Source: an optimization exercise on an open RTL-to-GDS flow (aim: small area, a short achievable clock period and few clock cycles per item). Production flows keep margins and buffers that such runs may drop. At most, simulation tests tie the RTL to the original design; equivalence was not proved. Power is estimated from default activity; no workload was simulated.

## stripe_median
module stripe_median (
    input  wire        clk,
    input  wire        rst,         
    input  wire        in_valid,
    output wire        in_ready,
    input  wire [63:0] in_data,
    input  wire        in_last,     
    input  wire [1:0]  in_wsel,     
    output wire        out_valid,
    input  wire        out_ready,
    output wire [63:0] out_data,
    output wire        out_last
);
clock: 26.0 ns
lec_check: 0
cap_margin: 20
core_margin: 2
core_utilization: 40
slew_margin: 20
standard.sh (not shown) runs the stock make flow with config.mk's settings and CLKGATE_MAP_FILE= SYNTH_SCRIPT=/design/flow/synth_recipe.tcl, a recipe that flattens the netlist after the stock synthesis.
==> flow/flow/run.sh <==
#!/bin/bash
# Standard ORFS layout (the standard.sh, standard synthesis), with these
# changes to how the layout is made:
#  * plain buffers (buf_2) on the ports instead of the delay cells that
#    buffer_ports picks by default;
#  * repair_timing (after CTS and after global routing) aims for a setup
#    slack margin, so that it sizes and buffers the paths instead of leaving
#    them as synthesis made them. The SDC and clock period are unchanged;
#  * clock tree: clkbuf_16 buffers with larger sink clusters and no dummy
#    loads (fewer, smaller clock cells).
# Each tool's log stays under orfs/logs; make's own output goes to
# flow_make.log here.
set -euo pipefail
bash standard.sh "BUFFER_PORTS_ARGS=-buffer_cell sky130_fd_sc_hd__buf_2" \
    "SETUP_SLACK_MARGIN=19.5" \
    "CTS_ARGS=-sink_clustering_enable -repair_clock_nets -dont_use_dummy_load -sink_clustering_size 24 -sink_clustering_max_diameter 100 -buf_list sky130_fd_sc_hd__clkbuf_16" \
    finish > flow_make.log 2>&1
The baseline went through all stages and came out clean.
Next try:
==> flow/flow/run.sh (replaced) <==
#!/bin/bash
# Standard ORFS layout (the standard.sh, standard synthesis), with two
# changes to how the layout is made:
#  * plain buffers (buf_2) on the ports instead of the delay cells that
#    buffer_ports picks by default;
#  * repair_timing (after CTS and after global routing) aims for a setup
#    slack margin, so that it sizes and buffers the paths instead of leaving
#    them as synthesis made them. The SDC and clock period are unchanged.
# Each tool's log stays under orfs/logs; make's own output goes to
# flow_make.log here.
set -euo pipefail
bash standard.sh "BUFFER_PORTS_ARGS=-buffer_cell sky130_fd_sc_hd__buf_2" \
    "SETUP_SLACK_MARGIN=19.5" finish > flow_make.log 2>&1
--- a/flow/config.mk
+++ b/flow/config.mk
@@ -10,0 +11 @@
+export CTS_BUF_LIST = sky130_fd_sc_hd__clkbuf_8
Effect:
- The new run passed the timing, design-rule and antenna checks
- register-to-register slack degrades by 0.02 ns
- clock-buffer cell count rose by 85
- critical path depth does not change
- synthesized area is unchanged
- global-route usage went up by 0.64 points
- non-clock buffer count fell by 1
- clock power came out higher by well over a third
- utilization grows by 1.6 points
Next try:
--- a/flow/flow/run.sh
+++ b/flow/flow/run.sh
@@ -2 +2 @@
-# Standard ORFS layout (the standard.sh, standard synthesis), with two
+# Standard ORFS layout (the standard.sh, standard synthesis), with these
@@ -8 +8,3 @@
-#    them as synthesis made them. The SDC and clock period are unchanged.
+#    them as synthesis made them. The SDC and clock period are unchanged;
+#  * clock tree: clkbuf_16 buffers with larger sink clusters and no dummy
+#    loads (fewer, smaller clock cells).
@@ -13 +15,3 @@
-    "SETUP_SLACK_MARGIN=19.5" finish > flow_make.log 2>&1
+    "SETUP_SLACK_MARGIN=19.5" \
+    "CTS_ARGS=-sink_clustering_enable -repair_clock_nets -dont_use_dummy_load -sink_clustering_size 24 -sink_clustering_max_diameter 100 -buf_list sky130_fd_sc_hd__clkbuf_16" \
+    finish > flow_make.log 2>&1
--- a/flow/config.mk
+++ b/flow/config.mk
@@ -10,2 +10 @@
-export CORE_UTILIZATION = 40
-export CTS_BUF_LIST = sky130_fd_sc_hd__clkbuf_8
+export CORE_UTILIZATION = 60
=> The new run finished clean. Cell count shrinks by about 14%. Wire length shrinks by 7.2%. Register-to-register slack loses 0.15 ns. Sequential share of layout area grows by 2.8 points. Via count shrinks by about 2%. Sequential power hardly moves. Design area shrinks by 5.1%. Global-route usage grows by 11 points. Combinational power shrinks by about 2%.
Function was not checked in any run of this note: the RTL went through the layout flow alone.

---

Another version of the RTL of stripe_median (not shown whole).
Size in the first run: about 620 flip-flops, ~140 I/O pins.
clock: 26.0 ns
lec_check: 0
abc_area: 1
cap_margin: 20
core_margin: 2
core_utilization: 60
slew_margin: 20
==> flow/flow/run.sh <==
#!/bin/bash
# Standard ORFS layout (the standard.sh, standard synthesis), with these
# changes to how the layout is made:
#  * plain buffers (buf_2) on the ports instead of the delay cells that
#    buffer_ports picks by default;
#  * clock tree: clkbuf_16 buffers with larger sink clusters and no dummy
#    loads (fewer, smaller clock cells).
# Each tool's log stays under orfs/logs; make's own output goes to
# flow_make.log here.
set -euo pipefail
bash standard.sh "BUFFER_PORTS_ARGS=-buffer_cell sky130_fd_sc_hd__buf_2" \
    "CTS_ARGS=-sink_clustering_enable -repair_clock_nets -dont_use_dummy_load -sink_clustering_size 24 -sink_clustering_max_diameter 100 -buf_list sky130_fd_sc_hd__clkbuf_16" \
    finish > flow_make.log 2>&1
The baseline finished with timing, DRC and antenna clean.
Testbench counts at the start, summed over its fixed seeds: cycles 15,666, items 15,636.
==> next run, changes <==
--- a/flow/flow/run.sh
+++ b/flow/flow/run.sh
@@ -5,2 +5,5 @@
 #    buffer_ports picks by default;
+#  * repair_timing (after CTS and after global routing) aims for a setup
+#    slack margin, so that it sizes and buffers the paths instead of leaving
+#    them as synthesis made them. The SDC and clock period are unchanged;
 #  * clock tree: clkbuf_16 buffers with larger sink clusters and no dummy
@@ -11,2 +14,3 @@
 bash standard.sh "BUFFER_PORTS_ARGS=-buffer_cell sky130_fd_sc_hd__buf_2" \
+    "SETUP_SLACK_MARGIN=19.5" \
     "CTS_ARGS=-sink_clustering_enable -repair_clock_nets -dont_use_dummy_load -sink_clustering_size 24 -sink_clustering_max_diameter 100 -buf_list sky130_fd_sc_hd__clkbuf_16" \
Final area is about the same. Register-to-register slack gains 1.0 ns. Clock power grows by about 1%. Count of clock-buffer cells in the layout grows by 1. Via count barely changes. Synthesized area is unchanged. Worst setup slack gains 0.79 ns. Utilization grows by 0.17 points. Synthesized cell count does not change. Final cell count hardly moves. Critical path depth shrinks by 35.

---

Another version of the RTL of stripe_median (not shown whole).
Size: roughly 2900 cells after synthesis, roughly 620 flip-flops.
// stripe_median
module stripe_median (
    input  wire        clk,
    input  wire        rst,         
    input  wire        in_valid,
    output wire        in_ready,
    input  wire [63:0] in_data,
    input  wire        in_last,     
    input  wire [1:0]  in_wsel,     
    output wire        out_valid,
    input  wire        out_ready,
    output wire [63:0] out_data,
    output wire        out_last
);
export LEC_CHECK = 0
export ABC_AREA = 1
export CAP_MARGIN = 20
export CORE_MARGIN = 2
export CORE_UTILIZATION = 60
export SLEW_MARGIN = 20
create_clock -name core_clock -period 26.0 [get_ports {clk}]
==> flow/flow/run.sh <==
#!/bin/bash
# Standard ORFS layout (the standard.sh, standard synthesis), with these
# changes to how the layout is made:
#  * plain buffers (buf_2) on the ports instead of the delay cells that
#    buffer_ports picks by default;
#  * repair_timing (after CTS and after global routing) aims for a setup
#    slack margin, so that it sizes and buffers the paths instead of leaving
#    them as synthesis made them. The SDC and clock period are unchanged;
#  * clock tree: clkbuf_16 buffers with larger sink clusters and no dummy
#    loads (fewer, smaller clock cells).
# Each tool's log stays under orfs/logs; make's own output goes to
# flow_make.log here.
set -euo pipefail
bash standard.sh "BUFFER_PORTS_ARGS=-buffer_cell sky130_fd_sc_hd__buf_2" \
    "SETUP_SLACK_MARGIN=19.8" \
    "CTS_ARGS=-sink_clustering_enable -repair_clock_nets -dont_use_dummy_load -sink_clustering_size 24 -sink_clustering_max_diameter 100 -buf_list sky130_fd_sc_hd__clkbuf_16" \
    finish > flow_make.log 2>&1
Testbench counts at the start, summed over its fixed seeds: cycles 15,666, items 15,636.
Next try:
--- a/flow/flow/run.sh
+++ b/flow/flow/run.sh
@@ -14,3 +14,3 @@
 bash standard.sh "BUFFER_PORTS_ARGS=-buffer_cell sky130_fd_sc_hd__buf_2" \
-    "SETUP_SLACK_MARGIN=19.8" \
+    "SETUP_SLACK_MARGIN=19.5" \
     "CTS_ARGS=-sink_clustering_enable -repair_clock_nets -dont_use_dummy_load -sink_clustering_size 24 -sink_clustering_max_diameter 100 -buf_list sky130_fd_sc_hd__clkbuf_16" \
--- a/flow/config.mk
+++ b/flow/config.mk
@@ -10,3 +10,4 @@
 export CORE_MARGIN = 2
-export CORE_UTILIZATION = 60
+export CORE_UTILIZATION = 75
+export PLACE_DENSITY = 0.82
 export SLEW_MARGIN = 20
=>
- via count grows by a few percent
- cell count went down by a few percent
- cell area falls slightly
- core utilization climbs by 16 points
- count of clock-buffer cells in the layout is lower by 1
- clock skew is lower by 0.015 ns

---

## the reference run
Another version of the RTL of stripe_median (not shown whole).
For scale: roughly 2,500 cells after synthesis, ~620 flip-flops, about 140 I/O pins, ~30,000 um2 of cells after synthesis.
export LEC_CHECK = 0
export CAP_MARGIN = 20
export CORE_MARGIN = 2
export CORE_UTILIZATION = 40
export CTS_BUF_LIST = sky130_fd_sc_hd__clkbuf_8
export SLEW_MARGIN = 20
create_clock -name core_clock -period 26.0 [get_ports {clk}]
==> flow/flow/run.sh <==
#!/bin/bash
# Standard ORFS layout, with plain buffers (buf_2) on the ports instead of the
# delay-cell buffers buffer_ports picks by default. Each tool's log stays under
# orfs/logs; make's own output goes to flow_make.log here.
set -euo pipefail
bash standard.sh "BUFFER_PORTS_ARGS=-buffer_cell sky130_fd_sc_hd__buf_2" finish > flow_make.log 2>&1
Testbench counts of the reference run, summed over its fixed seeds: cycles 15,666, items 15,636.
Input changes introduced in the trial run (baseline for comparison: the reference run):
Settings: removing CTS_BUF_LIST (formerly sky130_fd_sc_hd__clkbuf_8).
==> flow/run.sh (new file) <==
#!/bin/bash
# synth_recipe.tcl (not shown) runs the flow's synth.tcl, then flattens the netlist and writes it again
# the make line also repeats each setting of config.mk as NAME=value (left out here)
make -C /OpenROAD-flow-scripts/flow DESIGN_CONFIG=/design/flow/config.mk WORK_HOME=/design/flow/orfs CLKGATE_MAP_FILE= SYNTH_SCRIPT=/design/flow/synth_recipe.tcl finish
removed: flow/flow/run.sh
removed: flow/standard.sh
## What came out
Compared with the reference run, the trial run shows maximum frequency from static timing analysis that has gone up by a few percent.
Across the trial run and the reference run, none had a timing, DRC or antenna violation.
Note that the number of clock buffer instances in the layout recorded for the reference run amounts to 1.2 times the value seen in the trial run.
The trial run ends up with a layout-stage area growth over the synthesis result that is 3.0 points higher than in the reference run.
Compared to the reference run, the routing of the trial run uses less wire.

[port drivers added, routing unchanged]
Ports are ideal in the flow. The routed layouts listed here were re-timed in OpenROAD.
Step 1, drivers: a clkbuf_16 drives clk and a buf_2 each remaining input, both assumed.
Step 2, shift: input delay + t, output delay - t, t = (earliest + latest rising clock arrival at the registers) / 2. This alone moves slack from input paths to output paths.
a / b / c = no drivers / after step 1 / after step 2; a / b = the first two.
run | shift t [ns] | slack for setup (ns) | worst setup path after step 2 | clock arrival spread, ns
the first run of note 1 | 0.692 | 19.432 / 19.367 / 19.086 | input to register | 0.066 / 0.066
the second run of note 1 | 0.784 | 19.385 / 19.324 / 19.091 | input to register | 0.029 / 0.029
the third run of note 1 | 0.693 | 19.453 / 19.390 / 19.465 | input to register | 0.038 / 0.038
the first run of note 2 | 0.671 | 18.747 / 18.747 / 18.747 | register to register | 0.035 / 0.035
the second run of note 2 | 0.659 | 19.536 / 19.477 / 18.989 | input to register | 0.038 / 0.038
the first run of note 3 | 0.675 | 19.494 / 19.430 / 19.563 | input to register | 0.041 / 0.041
the second run of note 3 | 0.674 | 19.511 / 19.453 / 19.544 | input to register | 0.027 / 0.026
the reference run | 0.762 | 17.555 / 17.555 / 17.555 | register to register | 0.042 / 0.041
the trial run | 0.665 | 17.743 / 17.743 / 17.743 | register to register | 0.023 / 0.023
After both steps setup and hold are still met in every run listed. For the second run of note 2, which loses most, drivers alone change the setup slack by -0.059 ns; drivers and shift together by -0.547 ns.
